Source: an optimization exercise on an open RTL-to-GDS flow (aim: small area). Production flows keep margins and buffers that such runs may drop.
Only simulation tests tie the RTL to the original design; equivalence was not proved.
Power figures rest on the tool's default switching activity, not on a simulated workload.

==> flow/design.v <==
module kojisan_sau (
    input  wire        clk,
    input  wire        rst,           
    input  wire        host_we,
    input  wire [2:0]  host_addr,
    input  wire [31:0] host_wdata,
    output reg  [31:0] host_rdata,
    output wire        irq,
    output wire        bus_req,
    output reg  [2:0]  bus_op,
    output reg  [7:0]  bus_wdata,
    output wire        bus_mack,
    input  wire        bus_ans,
    input  wire [1:0]  bus_ans_code,
    input  wire [7:0]  bus_rdata
);
    localparam [14:0] WAIT_CYCLES = 15'd32001;
    localparam [3:0] S_W_START   = 4'd1,
                     S_W_ADDR    = 4'd2,
                     S_W_CMD     = 4'd3,
                     S_W_PAYLOAD = 4'd4,
                     S_W_STOP    = 4'd5,
                     S_WAIT      = 4'd6,
                     S_R_START   = 4'd7,
                     S_R_ADDR_W  = 4'd8,
                     S_R_REG     = 4'd9,
                     S_R_RSTART  = 4'd10,
                     S_R_ADDR_R  = 4'd11,
                     S_R_DATA    = 4'd12,
                     S_R_STOP    = 4'd13,
                     S_CHECK     = 4'd14;
    reg        ie;
    reg [6:0]  addr;
    reg        busy, done, err;
    reg [3:0]  seq;         
    reg [2:0]  idx;         
    reg        abort;       
    reg        t_fail;
    reg [7:0]  crc;         
    reg [31:0] tr;          
    reg [29:0] hr;          
    reg        cy_t, cy_h, c_t, c_h;
    function [7:0] crc8b;
        input [7:0] c0, b;
        reg   [7:0] c;
        integer     i;
        begin
            c = c0 ^ b;
            for (i = 0; i < 8; i = i + 1)
                c = c[7] ? ((c << 1) ^ 8'h31) : (c << 1);
            crc8b = c;
        end
    endfunction
    wire        first_byte = (idx == 3'd0) || (idx == 3'd3);
    wire [7:0]  crc_next   = crc8b(first_byte ? 8'hFF : crc, bus_rdata);
    wire        h_bad      = (crc != 8'd0);
    wire in_wait  = (seq == S_WAIT);
    wire in_check = (seq == S_CHECK);
    assign bus_req  = busy && !in_wait && !in_check;
    assign bus_mack = idx[2] && idx[0];
    always @(*) begin
        if (abort)
            bus_op = 3'd5;
        else case (seq)
            S_W_START, S_R_START:                  bus_op = 3'd1;
            S_R_RSTART:                            bus_op = 3'd2;
            S_R_DATA:                              bus_op = 3'd4;
            S_W_STOP, S_R_STOP:                    bus_op = 3'd5;
            default:                               bus_op = 3'd3;
        endcase
        case (seq)
            S_W_ADDR, S_R_ADDR_W: bus_wdata = {addr, 1'b0};
            S_R_ADDR_R:           bus_wdata = {addr, 1'b1};
            S_W_CMD:              bus_wdata = 8'h24;
            default:              bus_wdata = 8'h00;
        endcase
    end
    wire ans_ok    = bus_ans && (bus_ans_code == 2'd0);
    wire ans_nack  = bus_ans && (bus_ans_code == 2'd1);
    wire ans_fault = bus_ans && bus_ans_code[1];
    wire csum = err && in_check;
    wire bus_e = err && !in_check;
    wire [31:0] status_word = {9'd0, err ? idx : 3'd0, err ? seq : 4'd0, 6'd0,
                               csum && h_bad, csum && t_fail,
                               bus_e && !abort, bus_e && abort,
                               csum, err && !(csum && t_fail), 1'b0,
                               err, done, busy};
    always @(*) begin
        case (host_addr)
            3'd0:    host_rdata = {23'd0, ie, 8'd0};
            3'd1:    host_rdata = status_word;
            3'd2:    host_rdata = {25'd0, addr};
            3'd3:    host_rdata = done ? tr : 32'd0;
            3'd4:    host_rdata = done ? {2'b00, hr} : 32'd0;
            default: host_rdata = 32'd0;
        endcase
    end
    assign irq = ie && (done || err);
    wire wr_ctrl   = host_we && (host_addr == 3'd0);
    wire wr_addr   = host_we && (host_addr == 3'd2);
    wire do_start  = wr_ctrl && host_wdata[0] && !busy;
    wire do_clr    = wr_ctrl && !host_wdata[0] && host_wdata[1] && !busy;
    wire [2:0] pass = crc[7:5];
    wire [4:0] j    = crc[4:0];
    wire conv       = busy && in_check;
    wire p0 = (pass == 3'd0), p1 = (pass == 3'd1), p2 = (pass == 3'd2),
         p3 = (pass == 3'd3), p4 = (pass == 3'd4);
    wire ta = tr[0] & (!p0 || (j >= 5'd14 && j <= 5'd29));
    wire tb = (p0 || p1) ? (tr[2] & (!p0 || (j >= 5'd12 && j <= 5'd27))) :
              p2 ? ~tr[3] :
              p3 ? (tr[16] & (j < 5'd16)) :
              (j == 5'd23 || j == 5'd24 || j == 5'd27 || j >= 5'd29);
    wire tci = (j == 5'd0) ? (p2 ? 1'b1 : p4 ? c_t : 1'b0) : cy_t;
    wire ts  = ta ^ tb ^ tci;
    wire tco = (ta & tb) | (ta & tci) | (tb & tci);
    wire ha = hr[0] & (!p0 || (j >= 5'd13 && j <= 5'd28));
    wire hb = (p0 || p1) ? (hr[2] & (!p0 || (j >= 5'd11 && j <= 5'd26))) :
              p3 ? (hr[16] & (j < 5'd14)) : 1'b0;
    wire hci = (j == 5'd0) ? (p4 ? c_h : 1'b0) : cy_h;
    wire hs  = ha ^ hb ^ hci;
    wire hco = (ha & hb) | (ha & hci) | (hb & hci);
    wire h_step = (j < 5'd30);
    always @(posedge clk) begin
        if (rst) begin
            ie    <= 1'b0;
            addr  <= 7'h45;
            busy  <= 1'b0;
            done  <= 1'b0;
            err   <= 1'b0;
        end else begin
            if (wr_ctrl)
                ie <= host_wdata[8];
            if (wr_addr && !busy)
                addr <= host_wdata[6:0];
            if (do_start || do_clr) begin
                done <= 1'b0;
                err  <= 1'b0;
            end
            if (do_start)
                busy <= 1'b1;
            if (busy) begin
                if (in_wait) begin
                    if ({tr[30], tr[13:0]} == 15'd0)
                        seq <= seq + 4'd1;
                end else if (in_check) begin
                    if (crc == 8'd159) begin
                        done <= 1'b1;
                        busy <= 1'b0;
                    end
                end else if (abort) begin
                    if (bus_ans) begin
                        err  <= 1'b1;
                        busy <= 1'b0;
                    end
                end else if (ans_fault) begin
                    err  <= 1'b1;
                    busy <= 1'b0;
                end else if (ans_nack) begin
                    abort <= 1'b1;
                end else if (ans_ok) begin
                    if (seq == S_R_DATA && idx != 3'd5)
                        idx <= idx + 3'd1;
                    else
                        seq <= seq + 4'd1;
                    if (seq == S_R_STOP && (t_fail || h_bad)) begin
                        err  <= 1'b1;
                        busy <= 1'b0;
                    end
                end
            end
        end
        if (do_start) begin
            seq   <= S_W_START;
            idx   <= 3'd0;
            abort <= 1'b0;
        end
        if (busy && seq == S_R_DATA && ans_ok) begin
            crc <= crc_next;
            if (idx == 3'd2)
                t_fail <= (crc_next != 8'd0);
        end else if (conv)
            crc <= crc + 8'd1;
        if (busy && seq == S_W_STOP && ans_ok)
            {tr[30], tr[13:0]} <= WAIT_CYCLES;
        else if (busy && in_wait)
            {tr[30], tr[13:0]} <= {tr[30], tr[13:0]} - 15'd1;
        if (busy && seq == S_R_DATA && ans_ok) begin
            case (idx)
                3'd0: tr[29:22] <= bus_rdata;
                3'd1: tr[21:14] <= bus_rdata;
                3'd3: hr[28:21] <= bus_rdata;
                3'd4: hr[20:13] <= bus_rdata;
                default: ;
            endcase
        end
        if (conv) begin
            tr   <= {ts, tr[31:1]};
            cy_t <= tco;
            if (p3 && j == 5'd15)
                c_t <= ts | tco;
            if (h_step) begin
                hr   <= {hs, hr[29:1]};
                cy_h <= hco;
                if (p3 && j == 5'd15)
                    c_h <= hs | hco;
            end
        end
    end
endmodule
==> flow/run.sh <==
#!/bin/bash
# synth_recipe.tcl (not shown) runs the flow's synth.tcl, then flattens the netlist and writes it again
# the make line also repeats each setting of config.mk as NAME=value (left out here)
make -C /OpenROAD-flow-scripts/flow DESIGN_CONFIG=/design/flow/config.mk WORK_HOME=/design/flow/orfs CLKGATE_MAP_FILE= SYNTH_SCRIPT=/design/flow/synth_recipe.tcl finish
==> flow/config.mk <==
export PLATFORM = sky130hd
export DESIGN_NAME = kojisan_sau
export DESIGN_NICKNAME = kojisan_sau
export VERILOG_FILES = /design/flow/design.v
export SDC_FILE = /design/flow/constraint.sdc
export NUM_CORES = 4
export LEC_CHECK = 0
export CAP_MARGIN = 20
export CORE_MARGIN = 2
export CORE_UTILIZATION = 40
export SLEW_MARGIN = 20
==> flow/constraint.sdc <==
create_clock -name core_clock -period 500.0 [get_ports {clk}]
set_input_delay 100.0000 -clock core_clock [delete_from_list [all_inputs] [get_ports {clk}]]
set_output_delay 100.0000 -clock core_clock [all_outputs]
set_load 0.01 [all_outputs]
==> results of run 1 <==
==> metal layers <==
layer	wire length, um	global-route usage	vias up
met1	7670	0.319	2404
met4	311	0.0747	0
met5	0	0	-
met2	7880	0.354	222
met3	1230	0.0361	21
li1	-	-	2328
==> worst max-delay path: cells and delay by family <==
kind | cells | cell delay [ns]
buf+inv | 2 | 1.22
simple gates | 3 | 1.01
compound gates | 2 | 0.44
==> flip-flops by register name, summed over array words and instances, names as in the netlist <==
name / count
abort: 1
t_fail: 1
c_t: 1
tr: 32
done: 1
hr: 30
idx: 3
cy_t: 1
addr: 7
seq: 4
busy: 1
crc: 8
c_h: 1
err: 1
cy_h: 1
ie: 1
==> Yosys cell counts (all sizes together) (18+ instances only) <==
| cell type | instances |
|---|---|
| a22oi | 18 |
| nor2 | 68 |
| dfxtp | 35 |
| edfxtp | 59 |
| nor2b | 18 |
| clkbuf | 32 |
| nor3 | 18 |
| o21ai | 25 |
| a21oi | 41 |
| xnor2 | 31 |
| nand2 | 89 |
| inv | 26 |
| mux2i | 26 |
==> kinds of logic after synthesis <==
logic type	count (synthesis)
simple gates	257
compound gates	131
flops	94
buf+inv	68
xor+xnor	42
mux	26
fa+ha+maj	16
==> power by group through the flow <==
stage / Combinational [uW] / Sequential, uW / Clock (uW)
2_1_floorplan: 0.961 / 8.44 / 0
3_3_place_gp: 1.48 / 8.52 / 0
3_5_place_dp: 1.50 / 8.52 / 0
4_1_cts: 1.51 / 8.34 / 6.69
5_1_grt: 1.65 / 8.35 / 7.00
6_report: 1.52 / 8.35 / 6.59
==> through the flow <==
stage,std cells,total power [uW]
after floorplan,634,9.40
after global placement,847,10.0
after detailed placement,847,10.0
after CTS,863,16.6
after global routing,863,17.0
final,863,16.5
==> final cells by class <==
| class | count | area, um^2 | share of cell area |
|---|---|---|---|
| Sequential cell | 94 | 2470 | 0.363 |
| Timing Repair Buffer | 71 | 708 | 0.104 |
| Clock buffer | 10 | 229 | 0.0336 |
| Multi-Input combinational cell | 472 | 3030 | 0.445 |
| Clock inverter | 6 | 45.0 | 0.00661 |
| Inverter | 26 | 97.6 | 0.0143 |
| Tap cell | 184 | 230 | 0.0338 |
==> worst min path at each step <==
stage	from	to	slack [ns]
finish	hr[10]	hr[9]	0.46
CTS	hr[5]	hr[4]	0.46
global placement	hr[1]	hr[0]	0.43
detailed placement	hr[3]	hr[2]	0.45
global route	hr[5]	hr[4]	0.47
floorplan	hr[4]	hr[3]	0.43
==> flow_summary_export.csv, run 1 <==
group,metric,value,unit
synthesis,syn-cell-area,5800,um^2
sta,final_max_slew_viol_count,0,
synthesis,yosys.area.top_type,"edfxtp_1",
hold_path,hp-class,"reg -> reg",
setup_path,slowest_delay,0.65,ns
route,drt.antenna.violating_nets,0,
synthesis,synthDistinctLibCells,74,
sta,tns,0,ns
hold_path,worstHoldPathCells,0,
final_layout,final_common_cell,"nand2_1",
sta,min_period,202.67,ns
setup_path,ff2ff_setup_slack,496.71,ns
final_layout,nFillCells,1350,
placement,place_area,6540,um^2
cts,cts_setup_buffers,0,
placement,portBuffers,70,
sta,hold_viol,0,
sta,setup_viol,0,
global_route,antenna_found_initial,0,
synthesis,ys.flop_type,"edfxtp_1",
route,route.vias.total,4975,
run,cap_violations,0,
final_layout,drive_gt1_frac,0.0530,
floorplanning,die_h,124,um
setup_path,required,400.00,ns
floorplanning,start_util,0.404,
setup_path,cp_cell_sequence,"clkdlybuf4s50_1, nor2_1, and2_1, a22o_1, nand2_1, o21ai_0, clkdlybuf4s50_1",
cts,cts_htree_levels,3,
cts,cts-root-buf,"clkbuf_16",
sta,rsz0062_at_grt,"no",
route,wire_per_inst,19.8,um
synthesis,synth_compound_area_frac,0.153,
placement,dpl_worst_slack,297.41,ns
floorplanning,die-area,15500,um^2
setup_path,r2r_start,"seq[1]",
setup_path,worst_r2r_path_depth,5,
setup_path,critical_path.startpoint,"host_addr[1]",
global_route,grt_pass1_vias,4852,
power,power.leakage,0.00260,uW
placement,hpwl,12700,um
cts,cts_sinks,94,
synthesis,synth_top_cell_area_share,0.305,
sta,fin_worst_skew,0.00721,ns
floorplanning,rows,44,
global_route,grt_start_max_net_pins,33,
cts,cts_resized,0,
synthesis,synth_xor_area_frac,0.0705,
power,power.switching,4.12,uW
setup_path,crit_type,"in -> out",
outcome,outcome,"complete, no violations",
cts,clk_pin_slew_worst_paths,0.07,ns
setup_path,cpMostUsedCell,"clkdlybuf4s50_1",
cts,clk_latency,0.35,ns
floorplanning,die_w,124,um
power,irDropWorstVdd,0.00157,mV
sta,max_freq,0.00493,GHz
global_route,grt_pass1_wl,27400,um
setup_path,critPathSlowestCell,"and2_1",
sta,worst_slew_pin_slew,1.29,ns
route,wirelength,17100,um
setup_path,crit_arrival,102.67,ns
global_route,grt_use_total,0.226,
synthesis,netlist_instances,634,
synthesis,syn_avg_cell_area,9.15,um^2
global_route,overflow,0,
cts,cts_buffers,9,
synthesis,yosys_warnings,1,
power,power.density,2.41,nW/um^2
cts,cts_buffer_depth,2,
power,switching_share,0.250,
final_layout,final_area,6820,um^2
sta,relSlewSlack,0.129,
synthesis,synth_top_family_by_area,"simple AND/OR/NAND/NOR gates",
route,drt_pass1_iterations,7,
synthesis,synth_edf_count,59,
synthesis,synth_area_leaders,"edfxtp_1 31%, dfxtp_1 12%, nand2_1 5.8%",
setup_path,critPathCaptureType,"primary output",
final_layout,diodes,0,
power,intPower,12.3,uW
final_layout,syn2layout_area_growth,17.5,%
synthesis,synthAdderAreaFrac,0.0371,
route,drcViolationCount,0,
final_layout,layout_common_cells,"89 x nand2_1, 70 x clkdlybuf4s50_1, 68 x nor2_1, 59 x edfxtp_1, 41 x a21oi_1",
power,power_frac_comb,0.092,
floorplanning,fp.coreArea,14400,um^2
floorplanning,io_pins,95,
setup_path,cp-endpoint,"host_rdata[7]",
synthesis,synth_nets,699,
synthesis,ys_ff_latch,94,
synthesis,synthSimpleGateAreaFrac,0.218,
power,pwr-share-seq,0.507,
sta,hold_ws,0.464,ns
route,drtIter0Drc,459,
power,clockPowerShare,0.401,
setup_path,rr_endpoint,"hr[11]",
setup_path,startpoint_type,"primary input",
final_layout,fin_util,0.474,
synthesis,ys_async_sr_fraction,0,
cts,cts_tree,"done",
cts,ctsHoldBuffers,0,
setup_path,crit_fanout,16,
synthesis,synthMuxAreaShare,0.0449,
sta,min_period_over_period,0.405,
placement,gp_congestion,0.929,
route,post_drt_via_cell_ratio,5.76,
sta,setup_slack,297.33,ns
final_layout,fin_nets,739,
synthesis,ys_seq_area_frac,0.426,
==> run 2, diff against run 1 <==
==> flow/flow/run.sh (new file) <==
#!/bin/bash
# Standard ORFS layout, except that the port buffers are the smallest buffer cell (buf_1)
# instead of the cell buffer_ports picks by default. Every port still gets its own buffer.
set -euo pipefail
cd "$(dirname "$0")/.."
export BUFFER_PORTS_ARGS="-buffer_cell sky130_fd_sc_hd__buf_1"
bash standard.sh > standard_flow.log 2>&1
==> flow/standard.sh (new file) <==
#!/bin/bash
# synth_recipe.tcl (not shown) runs the flow's synth.tcl, then flattens the netlist and writes it again
# the make line also repeats each setting of config.mk as NAME=value (left out here)
make -C /OpenROAD-flow-scripts/flow DESIGN_CONFIG=/design/flow/config.mk WORK_HOME=/design/flow/orfs CLKGATE_MAP_FILE= SYNTH_SCRIPT=/design/flow/synth_recipe.tcl "${@:-finish}"
--- a/flow/config.mk
+++ b/flow/config.mk
@@ -9,3 +9,4 @@
 export CORE_MARGIN = 2
 export CORE_UTILIZATION = 40
+export CTS_BUF_LIST = sky130_fd_sc_hd__clkbuf_8
 export SLEW_MARGIN = 20
removed: flow/run.sh
==> run 2 against run 1 <==
  * Still clean
  * Synthesized area stayed put
  * Core utilization decreased by 3.8 points
  * Via count decreased by 1.1%
  * Global-route usage decreased by 0.79 points
  * Final area is 7.9% lower
  * Die area is the same
  * Clock skew is 0.0095 ns higher
  * Sequential power about the same
  * Clock-buffer cell count decreased by 1
  * Largest cell class unchanged
  * Largest power group unchanged
  * Highest routed layer unchanged
==> flow_summary_export.csv, run 2 <==
group,metric,value,unit
synthesis,synthAdderAreaFrac,0.0371,
synthesis,ys_seq_area_frac,0.426,
setup_path,crit_arrival,101.94,ns
cts,cts_htree_levels,3,
global_route,grtUsageMet3,0.0580,
final_layout,reg_top3,"tr x32, hr x30, crc x8",
route,wire_per_inst,19.5,um
sta,worst_slew_pin_slew,1.15,ns
final_layout,largest_reg_flops,32,
global_route,grt_pass1_wl,26500,um
synthesis,syn_avg_cell_area,9.15,um^2
final_layout,final_common_cell,"nand2_1",
global_route,grt_use_met1,0.307,
synthesis,synth_edf_count,59,
setup_path,cp_cell_sequence,"buf_1, inv_1, nor2_1, and2_1, a22o_1, nand2_1, o21ai_0, buf_1",
setup_path,ff2ff_setup_slack,496.81,ns
final_layout,fin_util,0.437,
setup_path,slowest_delay,0.61,ns
synthesis,synth_top_cell_area_share,0.305,
synthesis,synth_area_leaders,"edfxtp_1 31%, dfxtp_1 12%, nand2_1 5.8%",
synthesis,synthMuxAreaShare,0.0449,
route,drtIter0Drc,493,
setup_path,startpoint_type,"primary input",
outcome,outcome,"complete, no violations",
floorplanning,die-area,15500,um^2
floorplanning,rows,44,
cts,cts-root-buf,"clkbuf_8",
power,power.total,14.5,uW
cts,cts_buffers,9,
final_layout,fin_cells,863,
floorplanning,start_util,0.404,
run,cap_violations,0,
sta,fin_worst_skew,0.0167,ns
floorplanning,fp.coreArea,14400,um^2
power,power.density,2.31,nW/um^2
synthesis,synthDistinctLibCells,74,
synthesis,synth_compound_area_frac,0.153,
hold_path,worstHoldPathCells,0,
cts,cts_sinks,94,
power,power.leakage,0.00239,uW
setup_path,crit_cells,8,
final_layout,largest-register,"tr",
synthesis,syn-cell-area,5800,um^2
synthesis,yosys_warnings,1,
placement,place_area,6100,um^2
floorplanning,die_w,124,um
sta,rsz0062_at_grt,"no",
synthesis,ys.flop_type,"edfxtp_1",
cts,cts_resized,0,
final_layout,final_area,6280,um^2
final_layout,syn2layout_area_growth,8.22,%
route,post_drt_via_cell_ratio,5.70,
setup_path,crit_fanout,15,
route,wirelength,16900,um
synthesis,synth_xor_area_frac,0.0705,
sta,hold_viol,0,
synthesis,synthSimpleGateAreaFrac,0.218,
cts,clk_pin_slew_worst_paths,0.11,ns
route,drcViolationCount,0,
route,drt.antenna.violating_nets,0,
route,drt_pass1_iterations,5,
final_layout,nFillCells,1431,
sta,relSlewSlack,0.226,
setup_path,crit_buf_inv,3,
floorplanning,die_h,124,um
setup_path,cpMostUsedCell,"buf_1",
cts,ctsHoldBuffers,0,
final_layout,diodes,0,
global_route,grt_use_total,0.218,
setup_path,required,400.00,ns
sta,tns,0,ns
setup_path,critPathSlowestCell,"and2_1",
sta,min_period_over_period,0.404,
synthesis,ys_async_sr_fraction,0,
global_route,top_usage_layer,"met2",
global_route,grt_pass1_vias,4705,
synthesis,yosys.area.top_type,"edfxtp_1",
synthesis,yosys-top-cells-count,"89 x nand2_1, 68 x nor2_1, 59 x edfxtp_1",
final_layout,drive_gt1_frac,0.0545,
setup_path,critPathCaptureType,"primary output",
global_route,antenna_found_initial,0,
setup_path,worst_r2r_path_depth,5,
cts,cts_tree,"done",
synthesis,netlist_instances,634,
synthesis,synth_top_family_by_area,"simple AND/OR/NAND/NOR gates",
hold_path,hp-class,"reg -> reg",
global_route,overflow,0,
cts,cts_setup_buffers,0,
floorplanning,io_pins,95,
route,route.vias.total,4918,
synthesis,synth_nets,699,
global_route,grt_start_max_net_pins,34,
final_layout,layout_common_cells,"89 x nand2_1, 70 x buf_1, 68 x nor2_1, 59 x edfxtp_1, 41 x a21oi_1",
sta,final_max_slew_viol_count,0,
sta,setup_viol,0,
sta,min_period,201.94,ns
placement,place_inst,847,
setup_path,cp_top_family,"simple AND/OR/NAND/NOR gates",
cts,cts_buffer_depth,2,
cts,clk_latency,0.40,ns
power,irDropWorstVdd,0.00163,mV
placement,hpwl,12400,um
synthesis,synth_most_common_cell,"nand2_1",
final_layout,fin_nets,739,
placement,gp_congestion,0.934,
placement,portBuffers,70,
synthesis,ys_ff_latch,94,
setup_path,crit_type,"in -> out",
global_route,grt_util_met2,0.338,
sta,max_freq,0.00495,GHz
[run 2: cells by family (layout without fill, tap and decap cells)]
family / after synthesis / in the layout
AO/OA/AOI/OAI: 131 / 131
XOR/XNOR: 42 / 42
adder cells (fa/ha/maj): 16 / 16
buffers and inverters: 68 / 113
flip-flops: 94 / 94
multiplexers: 26 / 26
AND/OR/NAND/NOR: 257 / 257
[run 2: layout make-up]
class	instances	area, um^2	area share
tap	184	230	0.0367
inverter	26	97.6	0.0155
sequential	94	2470	0.394
multi-input combinational	472	3030	0.483
timing repair buffer	71	270	0.0431
clock inverter	7	48.8	0.00777
clock buffer	9	124	0.0197
[run 2: path summary, 6_finish.rpt]
kind | start | endpoint
worst max-delay path | host_addr[0] | host_rdata[7]
worst min-delay path | hr[12] | hr[11]
worst max register to register | seq[3] | cy_h
worst min register to register | hr[12] | hr[11]
[run 2: metal layers]
metal	vias up	routed length, um
met5	-	0
met4	0	220
met3	19	1260
met2	190	7690
met1	2384	7690
li1	2325	-
[run 2: through the flow]
stage,hold slack (ns),setup WS [ns]
floorplan,0.426,298.76
global placement,0.432,298.19
detailed placement,0.438,298.15
CTS,0.460,298.15
global route,0.466,297.98
finish,0.459,298.06
[run 2: where the power goes]
group	total, uW	internal, uW	switching [uW]
sequential	8.35	8.22	0.132
combinational	1.33	0.511	0.817
clock	4.80	1.82	2.98
==> run 3, diff against run 2 <==
--- a/flow/design.v
+++ b/flow/design.v
@@ -15,5 +15,4 @@
     input  wire [7:0]  bus_rdata
 );
-    localparam [14:0] WAIT_CYCLES = 15'd32001;
     localparam [3:0] S_W_START   = 4'd1,
                      S_W_ADDR    = 4'd2,
@@ -57,22 +56,14 @@
     wire in_wait  = (seq == S_WAIT);
     wire in_check = (seq == S_CHECK);
-    assign bus_req  = busy && !in_wait && !in_check;
+    assign bus_req  = busy && !(seq[2] && seq[1] && !seq[0]);
     assign bus_mack = idx[2] && idx[0];
+    wire [3:0] s = seq;
+    wire addr_byte = s[3] ^ s[1] ^ s[0];        
     always @(*) begin
-        if (abort)
-            bus_op = 3'd5;
-        else case (seq)
-            S_W_START, S_R_START:                  bus_op = 3'd1;
-            S_R_RSTART:                            bus_op = 3'd2;
-            S_R_DATA:                              bus_op = 3'd4;
-            S_W_STOP, S_R_STOP:                    bus_op = 3'd5;
-            default:                               bus_op = 3'd3;
-        endcase
-        case (seq)
-            S_W_ADDR, S_R_ADDR_W: bus_wdata = {addr, 1'b0};
-            S_R_ADDR_R:           bus_wdata = {addr, 1'b1};
-            S_W_CMD:              bus_wdata = 8'h24;
-            default:              bus_wdata = 8'h00;
-        endcase
+        bus_op[2] = abort | (s[2] & ~s[1] & (s[0] | s[3]));
+        bus_op[1] = ~abort & ((~s[2] & (s[1] | s[3])) | (~s[3] & s[2] & ~s[0]));
+        bus_op[0] = abort | ~(s[3] & ~s[0] & (s[1] | s[2]));
+        bus_wdata[0]   = s[3] & s[1];
+        bus_wdata[7:1] = addr_byte ? addr : {2'b00, s[1], 2'b00, s[1], 1'b0};
     end
     wire ans_ok    = bus_ans && (bus_ans_code == 2'd0);
@@ -104,12 +95,14 @@
     wire [4:0] j    = crc[4:0];
     wire conv       = busy && in_check;
+    wire waiting    = busy && in_wait;
+    wire wait_end   = c_t && (j == 5'd3) && tr[0] && tr[2] && tr[3] && tr[4] && tr[5] && tr[6];
     wire p0 = (pass == 3'd0), p1 = (pass == 3'd1), p2 = (pass == 3'd2),
          p3 = (pass == 3'd3), p4 = (pass == 3'd4);
-    wire ta = tr[0] & (!p0 || (j >= 5'd14 && j <= 5'd29));
-    wire tb = (p0 || p1) ? (tr[2] & (!p0 || (j >= 5'd12 && j <= 5'd27))) :
+    wire ta = tr[0] & (in_wait ? c_t : (!p0 || (j >= 5'd14 && j <= 5'd29)));
+    wire tb = in_wait ? 1'b0 : (p0 || p1) ? (tr[2] & (!p0 || (j >= 5'd12 && j <= 5'd27))) :
               p2 ? ~tr[3] :
               p3 ? (tr[16] & (j < 5'd16)) :
               (j == 5'd23 || j == 5'd24 || j == 5'd27 || j >= 5'd29);
-    wire tci = (j == 5'd0) ? (p2 ? 1'b1 : p4 ? c_t : 1'b0) : cy_t;
+    wire tci = (j == 5'd0) ? ((p2 || in_wait) ? 1'b1 : p4 ? c_t : 1'b0) : cy_t;
     wire ts  = ta ^ tb ^ tci;
     wire tco = (ta & tb) | (ta & tci) | (tb & tci);
@@ -141,5 +134,5 @@
             if (busy) begin
                 if (in_wait) begin
-                    if ({tr[30], tr[13:0]} == 15'd0)
+                    if (wait_end)
                         seq <= seq + 4'd1;
                 end else if (in_check) begin
@@ -179,10 +172,8 @@
             if (idx == 3'd2)
                 t_fail <= (crc_next != 8'd0);
-        end else if (conv)
+        end else if (conv || waiting)
             crc <= crc + 8'd1;
-        if (busy && seq == S_W_STOP && ans_ok)
-            {tr[30], tr[13:0]} <= WAIT_CYCLES;
-        else if (busy && in_wait)
-            {tr[30], tr[13:0]} <= {tr[30], tr[13:0]} - 15'd1;
+        else if (busy && seq == S_W_STOP)
+            crc <= 8'd0;
         if (busy && seq == S_R_DATA && ans_ok) begin
             case (idx)
@@ -194,9 +185,15 @@
             endcase
         end
-        if (conv) begin
+        if (busy && seq == S_W_STOP)
+            c_t <= 1'b0;
+        if (waiting || conv) begin
             tr   <= {ts, tr[31:1]};
             cy_t <= tco;
+            if (in_wait && j == 5'd31)
+                c_t <= 1'b1;
             if (p3 && j == 5'd15)
                 c_t <= ts | tco;
+        end
+        if (conv) begin
             if (h_step) begin
                 hr   <= {hs, hr[29:1]};
==> run 3 against run 2 <==
  * Critical endpoint is now host_rdata[21]
  * Clock skew decreased by 0.0063 ns
  * Largest power group unchanged
  * Final area decreased by 4.4%
  * Hold slack got worse by 0.0044 ns
  * Flip-flop and latch count unchanged
  * Combinational power increased by 89%
  * Synthesized cell count decreased by 8.8%
  * Die area decreased by 5.6%
  * Routed wire length decreased by 13%
  * Largest cell class unchanged
  * Clock power increased by 8.8%
  * Clock-buffer cell count increased by 1
  * Highest routed layer unchanged
==> flow_summary_export.csv, run 3 <==
group,metric,value,unit
setup_path,critical_path.startpoint,"host_addr[0]",
cts,clk_pin_slew_worst_paths,0.09,ns
global_route,grt_use_total,0.205,
synthesis,ys_ff_latch,94,
floorplanning,io_pins,95,
synthesis,netlist_instances,578,
route,drcViolationCount,0,
setup_path,critPathSlowestCell,"and2_1",
cts,cts_resized,0,
final_layout,syn2layout_area_growth,9.83,%
run,cap_violations,0,
synthesis,yosys_warnings,1,
synthesis,synth_area_leaders,"edfxtp_1 32%, dfxtp_1 13%, nand2_1 6.0%",
cts,cts_buffer_depth,2,
cts,clk_latency,0.38,ns
final_layout,nFillCells,1307,
placement,gp_congestion,0.923,
setup_path,crit_buf_inv,2,
final_layout,largest-register,"tr",
setup_path,crit_fanout,16,
final_layout,layout_common_cells,"88 x nand2_1, 70 x buf_1, 58 x edfxtp_1, 39 x nor2_1, 36 x dfxtp_1",
sta,min_period,201.76,ns
route,drt_pass1_iterations,7,
final_layout,fin_nets,688,
hold_path,hp-class,"reg -> reg",
synthesis,ys.flop_type,"edfxtp_1",
synthesis,syn-cell-area,5460,um^2
cts,cts-root-buf,"clkbuf_8",
synthesis,syn_avg_cell_area,9.45,um^2
final_layout,drive_gt1_frac,0.0415,
sta,min_period_over_period,0.404,
final_layout,fin_util,0.451,
global_route,grt_pass1_vias,4229,
sta,final_max_slew_viol_count,0,
cts,cts_setup_buffers,0,
floorplanning,die_w,121,um
setup_path,cp_cell_sequence,"buf_1, nor2b_1, and2_1, a22o_1, a22o_1, buf_1",
cts,cts_htree_levels,3,
route,post_drt_via_cell_ratio,5.62,
route,wirelength,14700,um
floorplanning,rows,42,
sta,hold_viol,0,
route,drtIter0Drc,438,
setup_path,slowest_delay,0.68,ns
cts,ctsHoldBuffers,0,
setup_path,crit_arrival,101.76,ns
global_route,overflow,0,
cts,cts_sinks,94,
hold_path,min-delay-start,"hr[11]",
sta,setup_viol,0,
cts,cts_tree,"done",
cts,cts_buffers,9,
synthesis,ys_async_sr_fraction,0,
sta,rsz0062_at_grt,"no",
synthesis,yosys-top-cells-count,"88 x nand2_1, 58 x edfxtp_1, 39 x nor2_1",
route,route.vias.total,4505,
route,wire_per_inst,18.3,um
synthesis,synth_nets,645,
global_route,grt_start_max_net_pins,49,
final_layout,final_common_cell,"nand2_1",
power,power.density,2.70,nW/um^2
power,power.leakage,0.00224,uW
sta,fin_worst_skew,0.0104,ns
final_layout,largest_reg_flops,32,
global_route,antenna_found_initial,0,
floorplanning,die-area,14600,um^2
synthesis,synth_edf_count,58,
setup_path,cp_top_family,"simple AND/OR/NAND/NOR gates",
sta,relSlewSlack,0.427,
floorplanning,die_h,121,um
synthesis,synth_top_cell_area_share,0.319,
floorplanning,fp.coreArea,13300,um^2
synthesis,synth_most_common_cell,"nand2_1",
setup_path,required,400.00,ns
setup_path,crit_type,"in -> out",
final_layout,diodes,0,
setup_path,startpoint_type,"primary input",
sta,worst_slew_pin_slew,0.838,ns
final_layout,reg_top3,"tr x32, hr x30, crc x8",
synthesis,ys_seq_area_frac,0.451,
power,irDropWorstVdd,0.00171,mV
setup_path,r2r_start,"crc[1]",
outcome,outcome,"complete, no violations",
synthesis,synthDistinctLibCells,60,
sta,tns,0,ns
setup_path,critPathCaptureType,"primary output",
setup_path,ff2ff_setup_slack,496.82,ns
floorplanning,start_util,0.411,
synthesis,yosys.area.top_type,"edfxtp_1",
sta,max_freq,0.00496,GHz
placement,hpwl,10500,um
global_route,grt_pass1_wl,23100,um
route,drt.antenna.violating_nets,0,
placement,portBuffers,70,
[run 3: power breakdown]
part           internal, uW  leakage [uW]  total, uW  switching, uW
clock                  2.43     0.0000978       5.22           2.79
combinational          1.11       0.00134       2.52           1.42
sequential             8.23      0.000802       8.45          0.217
[run 3: cell families (layout without fill, tap and decap cells)]
kind of cell,after synthesis,in the layout,synth area share
buf+inv,64,112,0.0490
mux,24,24,0.0440
fa+ha+maj,18,18,0.0440
xor+xnor,37,37,0.0646
compound gates,115,115,0.145
flops,94,94,0.451
simple gates,226,226,0.202
[run 3: stage by stage]
| step | cells | hold slack (ns) | instance area, um^2 | setup slack, ns | power, uW |
|---|---|---|---|---|---|
| after floorplan | 578 | 0.417 | 5460 | 298.73 | 10.5 |
| after global placement | 786 | 0.430 | 5800 | 298.31 | 11.1 |
| after detailed placement | 786 | 0.427 | 5800 | 298.32 | 11.1 |
| after CTS | 802 | 0.459 | 6000 | 298.31 | 16.3 |
| after global routing | 802 | 0.481 | 6000 | 298.18 | 16.9 |
| final | 802 | 0.455 | 6000 | 298.24 | 16.2 |
[run 3: path summary, 6_finish.rpt]
path                          to  cells after the start
setup / recovery  host_rdata[21]                      6
hold / removal            hr[10]                      0
setup reg to reg             c_h                      6
hold reg to reg           hr[10]                      0
[run 3: area by class of cell]
type | count | area (um^2) | share of cell area
clock buffer | 10 | 138 | 0.0229
inverter | 24 | 90.1 | 0.0150
multi-input combinational | 420 | 2750 | 0.458
sequential | 94 | 2460 | 0.410
timing repair buffer | 72 | 278 | 0.0463
tap | 176 | 220 | 0.0367
clock inverter | 6 | 61.3 | 0.0102
[run 3: worst register-to-register path: stages (launching register included)]
cell       delay (ns)
edfxtp_1         0.65
ha_1             0.45
or2_2            0.17
a311oi_1         0.08
a2111oi_0        0.69
fa_1             0.58
or2_2            0.30
[run 3: routing by layer]
layer,wire [um],GRT usage,vias up,part of all wire
li1,-,-,2131,-
met1,6730,0.288,2180,0.46
met2,6630,0.314,172,0.45
met3,1110,0.0493,22,0.075
met4,245,0.0552,0,0.017
met5,0,0,-,0
==> run 4, diff against run 3 <==
--- a/flow/design.v
+++ b/flow/design.v
@@ -96,19 +96,20 @@
     wire conv       = busy && in_check;
     wire waiting    = busy && in_wait;
-    wire wait_end   = c_t && (j == 5'd3) && tr[0] && tr[2] && tr[3] && tr[4] && tr[5] && tr[6];
+    wire wait_end   = c_t && (j == 5'd3) && tr[18] && tr[20] && tr[21] && tr[22] && tr[23] && tr[24];
     wire p0 = (pass == 3'd0), p1 = (pass == 3'd1), p2 = (pass == 3'd2),
          p3 = (pass == 3'd3), p4 = (pass == 3'd4);
-    wire ta = tr[0] & (in_wait ? c_t : (!p0 || (j >= 5'd14 && j <= 5'd29)));
-    wire tb = in_wait ? 1'b0 : (p0 || p1) ? (tr[2] & (!p0 || (j >= 5'd12 && j <= 5'd27))) :
+    wire ta = tr[0] & (c_t || !in_wait);
+    wire tb = in_wait ? 1'b0 : (p0 || p1) ? tr[2] :
               p2 ? ~tr[3] :
               p3 ? (tr[16] & (j < 5'd16)) :
               (j == 5'd23 || j == 5'd24 || j == 5'd27 || j >= 5'd29);
-    wire tci = (j == 5'd0) ? ((p2 || in_wait) ? 1'b1 : p4 ? c_t : 1'b0) : cy_t;
+    wire tci = (j == 5'd0) ? (!in_wait && (p2 || (p4 && c_t))) :
+               ((in_wait && j == 5'd18) || cy_t);
     wire ts  = ta ^ tb ^ tci;
     wire tco = (ta & tb) | (ta & tci) | (tb & tci);
-    wire ha = hr[0] & (!p0 || (j >= 5'd13 && j <= 5'd28));
-    wire hb = (p0 || p1) ? (hr[2] & (!p0 || (j >= 5'd11 && j <= 5'd26))) :
+    wire ha = hr[0] & !in_wait;
+    wire hb = in_wait ? 1'b0 : (p0 || p1) ? hr[2] :
               p3 ? (hr[16] & (j < 5'd14)) : 1'b0;
-    wire hci = (j == 5'd0) ? (p4 ? c_h : 1'b0) : cy_h;
+    wire hci = (j == 5'd0) ? (p4 && !in_wait && c_h) : cy_h;
     wire hs  = ha ^ hb ^ hci;
     wire hco = (ha & hb) | (ha & hci) | (hb & hci);
@@ -190,10 +191,11 @@
             tr   <= {ts, tr[31:1]};
             cy_t <= tco;
-            if (in_wait && j == 5'd31)
-                c_t <= 1'b1;
-            if (p3 && j == 5'd15)
+            if (in_wait) begin
+                if (j == 5'd31)
+                    c_t <= 1'b1;
+            end else if (p3 && j == 5'd15)
                 c_t <= ts | tco;
         end
-        if (conv) begin
+        if (conv || waiting) begin
             if (h_step) begin
                 hr   <= {hs, hr[29:1]};
==> run 4 against run 3 <==
  * Clock power is 4.4% higher
  * Sequential power barely moved
  * Final area is 2.5% lower
  * Core utilization increased by 0.67 points
  * Die area down 3.2%
  * Via count decreased by 2.7%
  * Flip-flop and latch count is the same
  * Non-clock buffer count up 2
  * Fmax about the same
  * Routed wire length fell by 1.5%
  * Sequential share of layout area rose by 1.1 points
==> flow_summary_export.csv, run 4 <==
group,metric,value,unit
cts,ctsHoldBuffers,0,
synthesis,netlist_instances,552,
floorplanning,rows,41,
power,pwr-share-seq,0.541,
floorplanning,die-area,14100,um^2
final_layout,layout_common_cells,"89 x nand2_1, 70 x buf_1, 58 x edfxtp_1, 44 x nor2_1, 36 x dfxtp_1",
setup_path,cp_top_family,"simple AND/OR/NAND/NOR gates",
power,intPower,11.3,uW
cts,cts_sinks,94,
setup_path,cpMostUsedCell,"buf_1",
synthesis,synthDistinctLibCells,61,
route,drt_pass1_iterations,5,
cts,cts_resized,0,
setup_path,critPathSlowestCell,"and3_1",
global_route,grtUsageMet3,0.0541,
cts,cts_htree_levels,3,
setup_path,crit_buf_inv,2,
global_route,grt_start_max_net_pins,42,
power,switching_share,0.277,
route,drtIter0Drc,422,
synthesis,synth_most_common_cell,"nand2_1",
cts,cts_buffers,9,
sta,relSlewSlack,0.325,
placement,hpwl,10500,um
synthesis,ys_ff_latch,94,
global_route,top_usage_layer,"met2",
synthesis,synth_nets,620,
synthesis,synth_top_cell_area_share,0.330,
sta,rsz0062_at_grt,"no",
synthesis,synth_compound_area_frac,0.140,
setup_path,cp_cell_sequence,"buf_1, nor2b_1, and3_1, a22oi_1, o21ai_0, buf_1",
setup_path,required,400.00,ns
power,power.switching,4.32,uW
floorplanning,start_util,0.413,
global_route,overflow,0,
route,wirelength,14500,um
global_route,grt_pass1_wl,22700,um
global_route,grt_use_total,0.207,
floorplanning,die_h,119,um
final_layout,syn2layout_area_growth,10.8,%
setup_path,crit_arrival,101.69,ns
global_route,grt_pass1_vias,4071,
floorplanning,die_w,119,um
final_layout,largest_reg_flops,32,
route,wire_per_inst,18.5,um
synthesis,synthAdderAreaFrac,0.0479,
floorplanning,io_pins,95,
sta,hold_viol,0,
setup_path,critPathCaptureType,"primary output",
power,power.leakage,0.00209,uW
cts,cts-root-buf,"clkbuf_8",
global_route,grt_use_met1,0.292,
setup_path,startpoint_type,"primary input",
final_layout,drive_gt1_frac,0.0509,
route,post_drt_via_cell_ratio,5.61,
setup_path,critical_path.startpoint,"host_addr[0]",
final_layout,largest-register,"tr",
synthesis,syn-cell-area,5280,um^2
hold_path,min-delay-start,"tr[11]",
synthesis,synthSimpleGateAreaFrac,0.201,
cts,cts_buffer_depth,2,
cts,clk_pin_slew_worst_paths,0.10,ns
setup_path,slowest_delay,0.59,ns
cts,cts_setup_buffers,0,
sta,worst_slew_pin_slew,1.00,ns
final_layout,fin_nets,672,
sta,tns,0,ns
power,power_frac_comb,0.109,
synthesis,ys_seq_area_frac,0.466,
run,cap_violations,0,
synthesis,syn_avg_cell_area,9.57,um^2
global_route,grt_util_met2,0.321,
sta,final_max_slew_viol_count,0,
setup_path,crit_type,"in -> out",
synthesis,yosys-top-cells-count,"89 x nand2_1, 58 x edfxtp_1, 44 x nor2_1",
sta,max_freq,0.00496,GHz
sta,min_period,201.70,ns
floorplanning,fp.coreArea,12800,um^2
synthesis,synthMuxAreaShare,0.0436,
outcome,outcome,"complete, no violations",
placement,gp_congestion,0.881,
synthesis,synth_area_leaders,"edfxtp_1 33%, dfxtp_1 14%, nand2_1 6.3%",
synthesis,ys_async_sr_fraction,0,
synthesis,synth_edf_count,58,
synthesis,synth_top_family_by_area,"simple AND/OR/NAND/NOR gates",
synthesis,yosys.area.top_type,"edfxtp_1",
hold_path,hp-class,"reg -> reg",
placement,portBuffers,70,
power,power.density,2.66,nW/um^2
final_layout,reg_top3,"tr x32, hr x30, crc x8",
power,clockPowerShare,0.350,
synthesis,synth_xor_area_frac,0.0602,
cts,clk_latency,0.39,ns
synthesis,ys.flop_type,"edfxtp_1",
route,drcViolationCount,0,
route,route.vias.total,4383,
power,irDropWorstVdd,0.00210,mV
setup_path,r2r_start,"crc[1]",
global_route,antenna_found_initial,0,
sta,setup_viol,0,
sta,fin_worst_skew,0.0160,ns
synthesis,yosys_warnings,1,
final_layout,diodes,0,
cts,cts_tree,"done",
sta,min_period_over_period,0.403,
final_layout,final_common_cell,"nand2_1",
setup_path,crit_fanout,15,
route,drt.antenna.violating_nets,0,
final_layout,fin_util,0.458,
run 4: cell types whose count changed after synthesis, sizes merged, moves of 6 or more:
| cell | previous run | this run |
|---|---|---|
| a21oi | 12 | 27 |
| o21ai | 35 | 25 |
| clkbuf | 33 | 25 |
| a22oi | 16 | 23 |
| and2 | 15 | 8 |
| nor3 | 7 | 13 |
run 4: kinds of logic after synthesis:
kind of cell | count (synthesis)
flip-flops | 94
AND/OR/NAND/NOR | 221
buffers and inverters | 53
adder cells (fa/ha/maj) | 19
multiplexers | 23
AO/OA/AOI/OAI | 110
XOR/XNOR | 32
run 4: routing by layer:
metal,part of all wire,routed length (um),up-vias
met4,0.0092,133,0
met2,0.46,6600,207
met5,0,0,-
li1,-,-,2067
met1,0.45,6550,2095
met3,0.083,1200,14
run 4: final cells by class:
cell class / instances / area, um^2
clock buffers: 9 / 124
clock inverters: 7 / 78.8
fillers: 1258 / 6920
inverters: 20 / 75.1
multi-input cells: 405 / 2600
flip-flops and latches: 94 / 2460
well taps: 172 / 215
repair buffers: 74 / 293
run 4: stage by stage:
stage / power, uW / instance area, um^2 / worst slack (ns) / hold WS, ns / instances
floorplan: 9.72 / 5280 / 298.80 / 0.417 / 552
global placement: 10.3 / 5640 / 298.34 / 0.429 / 764
detailed placement: 10.3 / 5650 / 298.32 / 0.436 / 765
CTS: 15.7 / 5850 / 298.30 / 0.456 / 781
global route: 16.2 / 5850 / 298.15 / 0.455 / 781
finish: 15.6 / 5850 / 298.31 / 0.455 / 781
run 4: worst paths after layout:
| kind | endpoint | slack (ns) | cells past startpoint |
|---|---|---|---|
| max | host_rdata[7] | 298.31 | 6 |
| min | tr[10] | 0.46 | 0 |
| max reg2reg | c_t | 497.11 | 9 |
| min reg2reg | tr[10] | 0.46 | 0 |
run 4: power by group through the flow:
| stage | logic, uW | clock network [uW] | registers, uW |
|---|---|---|---|
| after global placement | 1.67 | 0 | 8.60 |
| after CTS | 1.71 | 5.56 | 8.42 |
| final | 1.70 | 5.45 | 8.43 |
| after global routing | 1.87 | 5.87 | 8.45 |
| after detailed placement | 1.70 | 0 | 8.60 |
| after floorplan | 1.24 | 0 | 8.48 |
run 4: worst reg2reg max path, delay by kind of cell, from the launching register on:
family	cells	cell delay [ns]
adders and majority gates	2	0.68
and+or+nand+nor	2	0.45
DFF	1	0.53
buffers and inverters	2	0.24
AOI/OAI and AO/OA	3	0.87
==> run 5, diff against run 4 <==
--- a/flow/design.v
+++ b/flow/design.v
@@ -77,12 +77,13 @@
                                csum, err && !(csum && t_fail), 1'b0,
                                err, done, busy};
+    wire sel_t = done && (host_addr == 3'd3);
+    wire sel_h = done && (host_addr == 3'd4);
     always @(*) begin
+        host_rdata = ({32{sel_t}} & tr) | ({32{sel_h}} & {2'b00, hr});
         case (host_addr)
-            3'd0:    host_rdata = {23'd0, ie, 8'd0};
-            3'd1:    host_rdata = status_word;
-            3'd2:    host_rdata = {25'd0, addr};
-            3'd3:    host_rdata = done ? tr : 32'd0;
-            3'd4:    host_rdata = done ? {2'b00, hr} : 32'd0;
-            default: host_rdata = 32'd0;
+            3'd0:    host_rdata[8] = ie;
+            3'd1:    host_rdata = host_rdata | status_word;
+            3'd2:    host_rdata[6:0] = addr;
+            default: ;
         endcase
     end
--- a/flow/config.mk
+++ b/flow/config.mk
@@ -9,4 +9,6 @@
 export CORE_MARGIN = 2
 export CORE_UTILIZATION = 40
-export CTS_BUF_LIST = sky130_fd_sc_hd__clkbuf_8
+export CTS_BUF_LIST = sky130_fd_sc_hd__clkbuf_16
+export CTS_CLUSTER_DIAMETER = 500
+export CTS_CLUSTER_SIZE = 32
 export SLEW_MARGIN = 20
==> run 5 against run 4 <==
  * Still clean on timing, DRC and antenna
  * Flip-flop and latch count stayed put
  * Sequential share of layout area is 0.24 points lower
  * Clock power is 22% higher
  * Global-route usage is 0.20 points lower
  * Non-clock buffer count stayed put
  * Die area is 0.94% lower
  * Critical path depth stayed put
  * Synthesized cell count is 2.2% lower
  * Synthesized area is 0.97% lower
  * Largest cell class unchanged
==> flow_summary_export.csv, run 5 <==
group,metric,value,unit
cts,cts_setup_buffers,0,
setup_path,ff2ff_setup_slack,496.59,ns
synthesis,yosys-top-cells-count,"94 x nand2_1, 58 x edfxtp_1, 36 x dfxtp_1",
synthesis,syn-cell-area,5230,um^2
power,irDropWorstVdd,0.00173,mV
cts,cts_tree,"done",
final_layout,largest-register,"tr",
global_route,grt_use_total,0.205,
sta,relSlewSlack,0.428,
route,post_drt_via_cell_ratio,5.58,
route,wirelength,13900,um
setup_path,startpoint_type,"primary input",
synthesis,synth_top_cell_area_share,0.333,
floorplanning,start_util,0.413,
sta,hold_ws,0.453,ns
sta,max_freq,0.00496,GHz
synthesis,netlist_instances,540,
cts,clk_latency,0.36,ns
cts,cts_buffers,9,
setup_path,cp_top_family,"simple AND/OR/NAND/NOR gates",
setup_path,crit_fanout,13,
floorplanning,die-area,14000,um^2
sta,min_period,201.61,ns
placement,portBuffers,70,
hold_path,hp-class,"reg -> reg",
final_layout,drive_gt1_frac,0.0487,
global_route,antenna_found_initial,0,
final_layout,nFillCells,1246,
cts,cts_sinks,94,
sta,min_period_over_period,0.403,
sta,worst_slew_pin_slew,0.857,ns
final_layout,fin_nets,659,
floorplanning,die_w,118,um
synthesis,synth_most_common_cell,"nand2_1",
final_layout,layout_common_cells,"94 x nand2_1, 70 x buf_1, 58 x edfxtp_1, 36 x dfxtp_1",
setup_path,rr_endpoint,"hr[2]",
setup_path,cp-endpoint,"host_rdata[4]",
synthesis,ys_ff_latch,94,
final_layout,final_common_cell,"nand2_1",
placement,gp_congestion,0.857,
setup_path,crit_arrival,101.61,ns
route,wire_per_inst,18.1,um
global_route,grt_pass1_wl,22400,um
final_layout,largest_reg_flops,32,
setup_path,critPathCaptureType,"primary output",
sta,rsz0062_at_grt,"no",
final_layout,diodes,0,
power,power.leakage,0.00217,uW
floorplanning,io_pins,95,
setup_path,worst_r2r_path_depth,6,
sta,tns,0,ns
synthesis,ys_async_sr_fraction,0,
setup_path,slowest_delay,0.66,ns
cts,cts_resized,0,
setup_path,crit_type,"in -> out",
synthesis,ys.flop_type,"edfxtp_1",
sta,final_max_slew_viol_count,0,
power,power.density,2.88,nW/um^2
route,drt.antenna.violating_nets,0,
route,route.vias.total,4285,
floorplanning,die_h,118,um
final_layout,syn2layout_area_growth,12.5,%
global_route,overflow,0,
setup_path,required,400.00,ns
floorplanning,fp.coreArea,12700,um^2
final_layout,reg_top3,"tr x32, hr x30, crc x8",
cts,ctsHoldBuffers,0,
sta,hold_viol,0,
sta,setup_viol,0,
placement,place_inst,752,
cts,cts_buffer_depth,2,
floorplanning,rows,41,
synthesis,yosys.area.top_type,"edfxtp_1",
route,drt_pass1_iterations,5,
power,power.total,16.9,uW
route,drtIter0Drc,451,
global_route,grt_pass1_vias,4123,
global_route,grt_start_max_net_pins,48,
run,cap_violations,0,
setup_path,crit_cells,6,
placement,hpwl,10100,um
route,drcViolationCount,0,
outcome,outcome,"complete, no violations",
synthesis,synth_edf_count,58,
setup_path,crit_buf_inv,2,
synthesis,syn_avg_cell_area,9.69,um^2
setup_path,critical_path.startpoint,"host_addr[1]",
synthesis,ys_seq_area_frac,0.471,
cts,clk_pin_slew_worst_paths,0.07,ns
synthesis,synth_area_leaders,"edfxtp_1 33%, dfxtp_1 14%, nand2_1 6.7%",
synthesis,synth_nets,608,
setup_path,cp_cell_sequence,"buf_1, nor2b_1, nor2b_1, a222oi_1, nand2_1, buf_1",
setup_path,r2r_start,"seq[1]",
cts,cts_htree_levels,3,
synthesis,synthDistinctLibCells,59,
sta,fin_worst_skew,0.0101,ns
final_layout,fin_cells,768,
cts,cts-root-buf,"clkbuf_16",
synthesis,yosys_warnings,1,
setup_path,critPathSlowestCell,"nor2b_1",
## run 5: changes by cell type in the layout (fill, tap and decap cells not counted), sizes merged, moves of 5 or more
cell / delta
nand3: +5
a222oi: +9
nor2b: -9
a21oi: -15
o21ai: +8
nor2: -18
a22o: +9
nand2: +5
a22oi: -13
o211ai: +5
inv: +6
## run 5: how the worst min path moves through the flow
stage | slack (ns) | cells after the start | start | endpoint
after floorplan | 0.42 | 0 | tr[31] | tr[30]
after global placement | 0.43 | 0 | tr[11] | tr[10]
after detailed placement | 0.44 | 0 | hr[12] | hr[11]
after CTS | 0.45 | 0 | hr[12] | hr[11]
after global routing | 0.46 | 0 | hr[12] | hr[11]
final | 0.45 | 0 | hr[10] | hr[9]
## run 5: kinds of logic after synthesis
group / after synthesis / synth area share
AOI/OAI and AO/OA: 104 / 0.143
xor gates and xnor gates: 35 / 0.0612
adders and majority gates: 19 / 0.0483
buffers and inverters: 59 / 0.0450
DFF: 94 / 0.471
muxes: 22 / 0.0421
and+or+nand+nor: 207 / 0.190
## run 5: cell type report
cell class,instances,area (um^2),share of cell area
multi-input combinational,387,2540,0.431
sequential,94,2460,0.419
timing repair buffer,74,293,0.0498
clock buffer,9,225,0.0383
tap,172,215,0.0366
inverter,25,93.8,0.0160
clock inverter,7,56.3,0.00957
## run 5: per-stage QoR
step	utilization	setup slack, ns	instance area (um^2)
2_1_floorplan	-	299.08	5230
3_3_place_gp	0.442	298.45	5600
3_5_place_dp	0.442	298.41	5600
4_1_cts	0.464	298.40	5880
5_1_grt	0.464	298.18	5880
6_report	0.464	298.39	5880
## run 5: where the power goes
part,internal (uW),leakage (uW),total (uW),switching (uW)
combinational,0.795,0.00125,1.92,1.12
clock,3.43,0.000130,6.64,3.21
sequential,8.22,0.000797,8.38,0.163
total,12.4,0.00217,16.9,4.49
## run 5: worst register-to-register path: stages, from the launching register on
cell and delay (ns):
dfxtp_1 0.58, ha_1 0.41, nand3_1 0.50, inv_2 0.85, nand2_1 0.16, inv_1 0.09, buf_4 0.44
## run 5: routing by layer
metal  wire [um]  global-route usage
met4         264              0.0663
met3         852              0.0555
met2        6730               0.334
met1        6070               0.263
met5           0                   0
==> run 6, diff against run 5 <==
--- a/flow/config.mk
+++ b/flow/config.mk
@@ -11,4 +11,4 @@
 export CTS_BUF_LIST = sky130_fd_sc_hd__clkbuf_16
 export CTS_CLUSTER_DIAMETER = 500
-export CTS_CLUSTER_SIZE = 32
+export CTS_CLUSTER_SIZE = 48
 export SLEW_MARGIN = 20
==> run 6 against run 5 <==
  * Still clean
  * Combinational power is essentially flat
  * Synthesized area is the same
  * Via count is the same
  * Total power is the same
  * Critical endpoint unchanged
  * Largest power group unchanged
==> flow_summary_export.csv, run 6 <==
group,metric,value,unit
outcome,outcome,"complete, no violations",
final_layout,layout_common_cells,"94 x nand2_1, 70 x buf_1, 58 x edfxtp_1, 36 x dfxtp_1",
global_route,grt_pass1_wl,22400,um
power,power.density,2.88,nW/um^2
sta,final_max_slew_viol_count,0,
route,wirelength,13900,um
hold_path,min-delay-start,"hr[10]",
final_layout,largest_reg_flops,32,
hold_path,holdPathEnd,"hr[9]",
setup_path,required,400.00,ns
placement,hpwl,10100,um
run,cap_violations,0,
sta,worst_slew_pin_slew,0.857,ns
power,power.leakage,0.00217,uW
cts,clk_latency,0.36,ns
synthesis,ys_async_sr_fraction,0,
route,drt.antenna.violating_nets,0,
placement,gp_congestion,0.857,
cts,ctsHoldBuffers,0,
route,drcViolationCount,0,
final_layout,final_common_cell,"nand2_1",
synthesis,yosys_warnings,1,
setup_path,crit_type,"in -> out",
synthesis,ys_seq_area_frac,0.471,
synthesis,ys.flop_type,"edfxtp_1",
sta,max_freq,0.00496,GHz
floorplanning,die-area,14000,um^2
synthesis,yosys.area.top_type,"edfxtp_1",
floorplanning,die_h,118,um
sta,min_period,201.61,ns
setup_path,ff2ff_setup_slack,496.59,ns
synthesis,synth_edf_count,58,
floorplanning,fp.coreArea,12700,um^2
cts,clk_pin_slew_worst_paths,0.07,ns
setup_path,worst_r2r_path_depth,6,
cts,cts_resized,0,
sta,tns,0,ns
hold_path,worstHoldPathCells,0,
setup_path,startpoint_type,"primary input",
floorplanning,start_util,0.413,
global_route,antenna_found_initial,0,
final_layout,final_area,5880,um^2
route,route.vias.total,4285,
sta,setup_viol,0,
route,drt_pass1_iterations,5,
global_route,overflow,0,
route,post_drt_via_cell_ratio,5.58,
final_layout,largest-register,"tr",
cts,cts_htree_levels,3,
cts,cts_buffers,9,
synthesis,synth_area_leaders,"edfxtp_1 33%, dfxtp_1 14%, nand2_1 6.7%",
synthesis,syn_avg_cell_area,9.69,um^2
hold_path,hp-class,"reg -> reg",
final_layout,syn2layout_area_growth,12.5,%
synthesis,netlist_instances,540,
sta,min_period_over_period,0.403,
setup_path,crit_fanout,13,
synthesis,synth_top_cell_area_share,0.333,
cts,cts_tree,"done",
final_layout,reg_top3,"tr x32, hr x30, crc x8",
cts,cts-root-buf,"clkbuf_16",
global_route,grt_use_total,0.205,
floorplanning,io_pins,95,
route,drtIter0Drc,451,
final_layout,diodes,0,
cts,cts_sinks,94,
synthesis,synth_most_common_cell,"nand2_1",
sta,rsz0062_at_grt,"no",
synthesis,syn-cell-area,5230,um^2
floorplanning,rows,41,
floorplanning,die_w,118,um
setup_path,r2r_start,"seq[1]",
placement,place_area,5600,um^2
power,irDropWorstVdd,0.00173,mV
synthesis,yosys-top-cells-count,"94 x nand2_1, 58 x edfxtp_1, 36 x dfxtp_1",
sta,relSlewSlack,0.428,
global_route,grt_start_max_net_pins,48,
synthesis,synthDistinctLibCells,59,
placement,portBuffers,70,
sta,hold_viol,0,
global_route,grt_pass1_vias,4123,
sta,fin_worst_skew,0.0101,ns
route,wire_per_inst,18.1,um
setup_path,rr_endpoint,"hr[2]",
cts,cts_buffer_depth,2,
synthesis,synth_nets,608,
final_layout,fin_nets,659,
synthesis,ys_ff_latch,94,
final_layout,drive_gt1_frac,0.0487,
setup_path,critPathCaptureType,"primary output",
setup_path,crit_arrival,101.61,ns
cts,cts_setup_buffers,0,
-- run 6: worst max path at each step --
stage / from / end / cells after the start
floorplan: host_addr[1] / host_rdata[4] / 5
global placement: host_addr[1] / host_rdata[4] / 6
detailed placement: host_addr[1] / host_rdata[4] / 6
CTS: host_addr[1] / host_rdata[4] / 6
global route: host_addr[1] / host_rdata[4] / 6
finish: host_addr[1] / host_rdata[4] / 6
-- run 6: logic make-up after synthesis --
family / Yosys count / share of synthesized area
fa+ha+maj: 19 / 0.0483
flops: 94 / 0.471
buf+inv: 59 / 0.0450
xor+xnor: 35 / 0.0612
mux: 22 / 0.0421
simple gates: 207 / 0.190
compound gates: 104 / 0.143
-- run 6: layer usage --
metal | share of wire | wire (um) | up-vias | GRT usage
li1 | - | - | 2041 | -
met1 | 0.44 | 6070 | 2066 | 0.263
met5 | 0 | 0 | - | 0
met2 | 0.48 | 6730 | 155 | 0.334
met3 | 0.061 | 852 | 23 | 0.0555
met4 | 0.019 | 264 | 0 | 0.0663
-- run 6: layout make-up --
type / instances / area [um^2]
inverters: 25 / 93.8
fillers: 1246 / 6790
multi-input cells: 387 / 2540
flip-flops and latches: 94 / 2460
clock buffers: 9 / 225
repair buffers: 74 / 293
well taps: 172 / 215
clock inverters: 7 / 56.3
-- run 6: per-stage QoR --
stage / utilization / std cells / setup WS [ns] / hold WS [ns] / power, uW
5_1_grt: 0.464 / 768 / 298.18 / 0.462 / 17.6
3_5_place_dp: 0.442 / 752 / 298.41 / 0.437 / 10.5
4_1_cts: 0.464 / 768 / 298.40 / 0.454 / 17.0
3_3_place_gp: 0.442 / 752 / 298.45 / 0.430 / 10.4
2_1_floorplan: - / 540 / 299.08 / 0.417 / 9.91
6_report: 0.464 / 768 / 298.39 / 0.453 / 16.9
-- run 6: critical path: stages --
cell and delay (ns):
buf_1 0.21, nor2b_1 0.23, nor2b_1 0.66, a222oi_1 0.25, nand2_1 0.11, buf_1 0.15
-- run 6: power breakdown --
| part | internal (uW) | total [uW] | switching, uW |
|---|---|---|---|
| registers | 8.22 | 8.38 | 0.163 |
| clock network | 3.43 | 6.64 | 3.21 |
| logic | 0.795 | 1.92 | 1.12 |
==> run 7, diff against run 6 <==
--- a/flow/config.mk
+++ b/flow/config.mk
@@ -9,6 +9,4 @@
 export CORE_MARGIN = 2
 export CORE_UTILIZATION = 40
-export CTS_BUF_LIST = sky130_fd_sc_hd__clkbuf_16
-export CTS_CLUSTER_DIAMETER = 500
-export CTS_CLUSTER_SIZE = 48
+export CTS_BUF_LIST = sky130_fd_sc_hd__clkbuf_8
 export SLEW_MARGIN = 20
==> run 7 against run 6 <==
  * Still clean on timing, DRC and antenna
  * Hold slack gained 0.0078 ns
  * Final cell count is the same
  * Setup slack lost 0.020 ns
  * Critical path depth is the same
  * Global-route usage shrank 0.093 points
  * Via count grew 0.82%
  * Sequential power is essentially flat
  * Clock-buffer cell count is the same
  * Total power shrank 11%
  * Core utilization shrank 0.80 points
  * Synthesized cell count is the same
  * Critical endpoint unchanged
==> flow_summary_export.csv, run 7 <==
group,metric,value,unit
synthesis,synthAdderAreaFrac,0.0483,
placement,place_inst,752,
synthesis,synth_area_leaders,"edfxtp_1 33%, dfxtp_1 14%, nand2_1 6.7%",
final_layout,seq_area,2460,um^2
route,drt_pass1_iterations,6,
synthesis,synth_nets,608,
route,route.vias.total,4320,
cts,ctsHoldBuffers,0,
synthesis,ys_async_sr_fraction,0,
sta,final_max_slew_viol_count,0,
route,wire_per_inst,17.9,um
synthesis,ys_seq_area_frac,0.471,
cts,cts_buffer_depth,2,
run,cap_violations,0,
floorplanning,die_w,118,um
cts,cts_setup_buffers,0,
cts,cts_htree_levels,3,
sta,tns,0,ns
power,power.density,2.62,nW/um^2
synthesis,synth_top_family_by_area,"simple AND/OR/NAND/NOR gates",
sta,hold_viol,0,
synthesis,ys.flop_type,"edfxtp_1",
synthesis,syn-cell-area,5230,um^2
final_layout,layout_common_cells,"94 x nand2_1, 70 x buf_1, 58 x edfxtp_1, 36 x dfxtp_1",
floorplanning,fp.coreArea,12700,um^2
global_route,antenna_found_initial,0,
floorplanning,die_h,118,um
synthesis,synthSimpleGateAreaFrac,0.190,
sta,max_freq,0.00496,GHz
global_route,grt_start_max_net_pins,48,
final_layout,largest-register,"tr",
cts,cts_sinks,94,
outcome,outcome,"complete, no violations",
synthesis,yosys.area.top_type,"edfxtp_1",
setup_path,slowest_delay,0.68,ns
synthesis,synth_most_common_cell,"nand2_1",
setup_path,critPathSlowestCell,"nor2b_1",
floorplanning,rows,41,
cts,clk_latency,0.40,ns
placement,hpwl,10100,um
final_layout,fin_nets,659,
global_route,grt_pass1_wl,22300,um
synthesis,netlist_instances,540,
setup_path,crit_arrival,101.63,ns
synthesis,syn_avg_cell_area,9.69,um^2
synthesis,ys_ff_latch,94,
final_layout,nFillCells,1256,
synthesis,synthDistinctLibCells,59,
setup_path,cp_top_family,"simple AND/OR/NAND/NOR gates",
cts,clk_pin_slew_worst_paths,0.10,ns
power,irDropWorstVdd,0.00118,mV
route,drt.antenna.violating_nets,0,
setup_path,ff2ff_setup_slack,496.64,ns
setup_path,crit_buf_inv,2,
final_layout,fin_cells,768,
floorplanning,start_util,0.413,
setup_path,cp_cell_sequence,"buf_1, nor2b_1, nor2b_1, a222oi_1, nand2_1, buf_1",
synthesis,yosys-top-cells-count,"94 x nand2_1, 58 x edfxtp_1, 36 x dfxtp_1",
cts,cts_resized,0,
placement,portBuffers,70,
sta,relSlewSlack,0.429,
final_layout,final_common_cell,"nand2_1",
floorplanning,io_pins,95,
sta,rsz0062_at_grt,"no",
global_route,overflow,0,
synthesis,synth_edf_count,58,
synthesis,synth_compound_area_frac,0.143,
route,post_drt_via_cell_ratio,5.63,
power,power.leakage,0.00213,uW
sta,worst_slew_pin_slew,0.855,ns
sta,fin_worst_skew,0.0188,ns
setup_path,startpoint_type,"primary input",
synthesis,synth_top_cell_area_share,0.333,
setup_path,required,400.00,ns
route,wirelength,13800,um
cts,cts-root-buf,"clkbuf_8",
setup_path,crit_fanout,13,
sta,setup_viol,0,
setup_path,critPathCaptureType,"primary output",
final_layout,largest_reg_flops,32,
final_layout,diodes,0,
cts,cts_tree,"done",
synthesis,synthMuxAreaShare,0.0421,
final_layout,drive_gt1_frac,0.0487,
cts,cts_buffers,9,
floorplanning,die-area,14000,um^2
sta,min_period_over_period,0.403,
final_layout,reg_top3,"tr x32, hr x30, crc x8",
final_layout,multi_input_area,2540,um^2
global_route,grt_use_total,0.204,
final_layout,syn2layout_area_growth,10.6,%
placement,gp_congestion,0.857,
setup_path,crit_type,"in -> out",
synthesis,yosys_warnings,1,
sta,min_period,201.63,ns
route,drcViolationCount,0,
global_route,grt_pass1_vias,4100,
route,drtIter0Drc,375,
synthesis,synth_xor_area_frac,0.0612,
hold_path,hp-class,"reg -> reg",
==> run 7: changes by cell type in the layout (fill, tap and decap cells not counted) <==
cell / previous run / this run
clkbuf_16: 9 / 0
clkbuf_8: 0 / 9
==> run 7: power breakdown <==
| group | switching [uW] | internal (uW) | leakage, uW |
|---|---|---|---|
| Clock | 2.98 | 1.86 | 0.0000842 |
| Sequential | 0.161 | 8.21 | 0.000797 |
| Combinational | 1.11 | 0.795 | 0.00125 |
| Total | 4.25 | 10.9 | 0.00213 |
==> run 7: layer usage <==
| layer | vias up | track usage | wire length, um |
|---|---|---|---|
| met5 | - | 0 | 0 |
| met4 | 0 | 0.0685 | 335 |
| met3 | 26 | 0.0526 | 928 |
| met2 | 174 | 0.332 | 6640 |
| met1 | 2079 | 0.263 | 5870 |
| li1 | 2041 | - | - |
==> run 7: worst reg2reg max path: cells and delay by family (launching register included) <==
family / cells / cell delay, ns
and+or+nand+nor: 2 / 0.65
adders and majority gates: 1 / 0.40
buffers and inverters: 3 / 1.37
DFF: 1 / 0.58
==> run 7: final timing paths <==
kind,depth (start not counted),start,to
setup / recovery,6,host_addr[1],host_rdata[4]
hold / removal,0,hr[10],hr[9]
setup reg to reg,6,seq[1],hr[2]
hold reg to reg,0,hr[10],hr[9]
==> run 7: cell families after synthesis <==
kind of cell,Yosys count
AO/OA/AOI/OAI,104
XOR/XNOR,35
adder cells (fa/ha/maj),19
buffers and inverters,59
flip-flops,94
multiplexers,22
AND/OR/NAND/NOR,207
==> run 7: cell type report <==
type | instances | share of cell area
multi-input cells | 387 | 0.439
flip-flops and latches | 94 | 0.426
repair buffers | 74 | 0.0506
well taps | 172 | 0.0372
clock buffers | 9 | 0.0214
inverters | 25 | 0.0162
clock inverters | 7 | 0.00974
==> run 7: stage by stage <==
step	total power (uW)	hold slack [ns]	worst slack [ns]	area [um^2]	util
floorplan	9.91	0.417	299.08	5230	-
global placement	10.4	0.430	298.45	5600	0.442
detailed placement	10.5	0.437	298.41	5600	0.442
CTS	15.2	0.461	298.40	5780	0.456
global route	15.8	0.471	298.18	5780	0.456
finish	15.1	0.461	298.37	5780	0.456

static timing again, ports no longer ideal:
Ports are ideal in the flow. The routed layouts listed here were re-timed in OpenROAD. Step 1 assumes that a clkbuf_16 drives the clock port and a buf_2 every other input. Step 2 also shifts input and output timing later by t, the mid clock arrival at the registers, as if the neighbouring blocks saw the same clock. Slacks: ideal ports / drivers / drivers and shift; pairs: ideal ports / drivers.
run	t, ns	setup WS [ns]	worst hold slack (ns)	latest minus earliest clock arrival (ns)
run 1	0.395	297.329 / 297.303 / 297.303	0.464 / 0.464 / 0.464	0.008 / 0.008
run 2	0.422	298.057 / 298.023 / 298.023	0.459 / 0.459 / 0.459	0.017 / 0.017
run 3	0.405	298.242 / 298.213 / 298.213	0.455 / 0.455 / 0.455	0.010 / 0.011
run 4	0.419	298.305 / 298.273 / 298.273	0.455 / 0.455 / 0.455	0.016 / 0.016
run 5	0.395	298.387 / 298.351 / 298.351	0.453 / 0.453 / 0.453	0.010 / 0.011
run 6	0.395	298.387 / 298.351 / 298.351	0.453 / 0.453 / 0.453	0.010 / 0.011
run 7	0.423	298.367 / 298.331 / 298.331	0.461 / 0.461 / 0.461	0.019 / 0.019
After both steps every run listed still meets setup and hold.
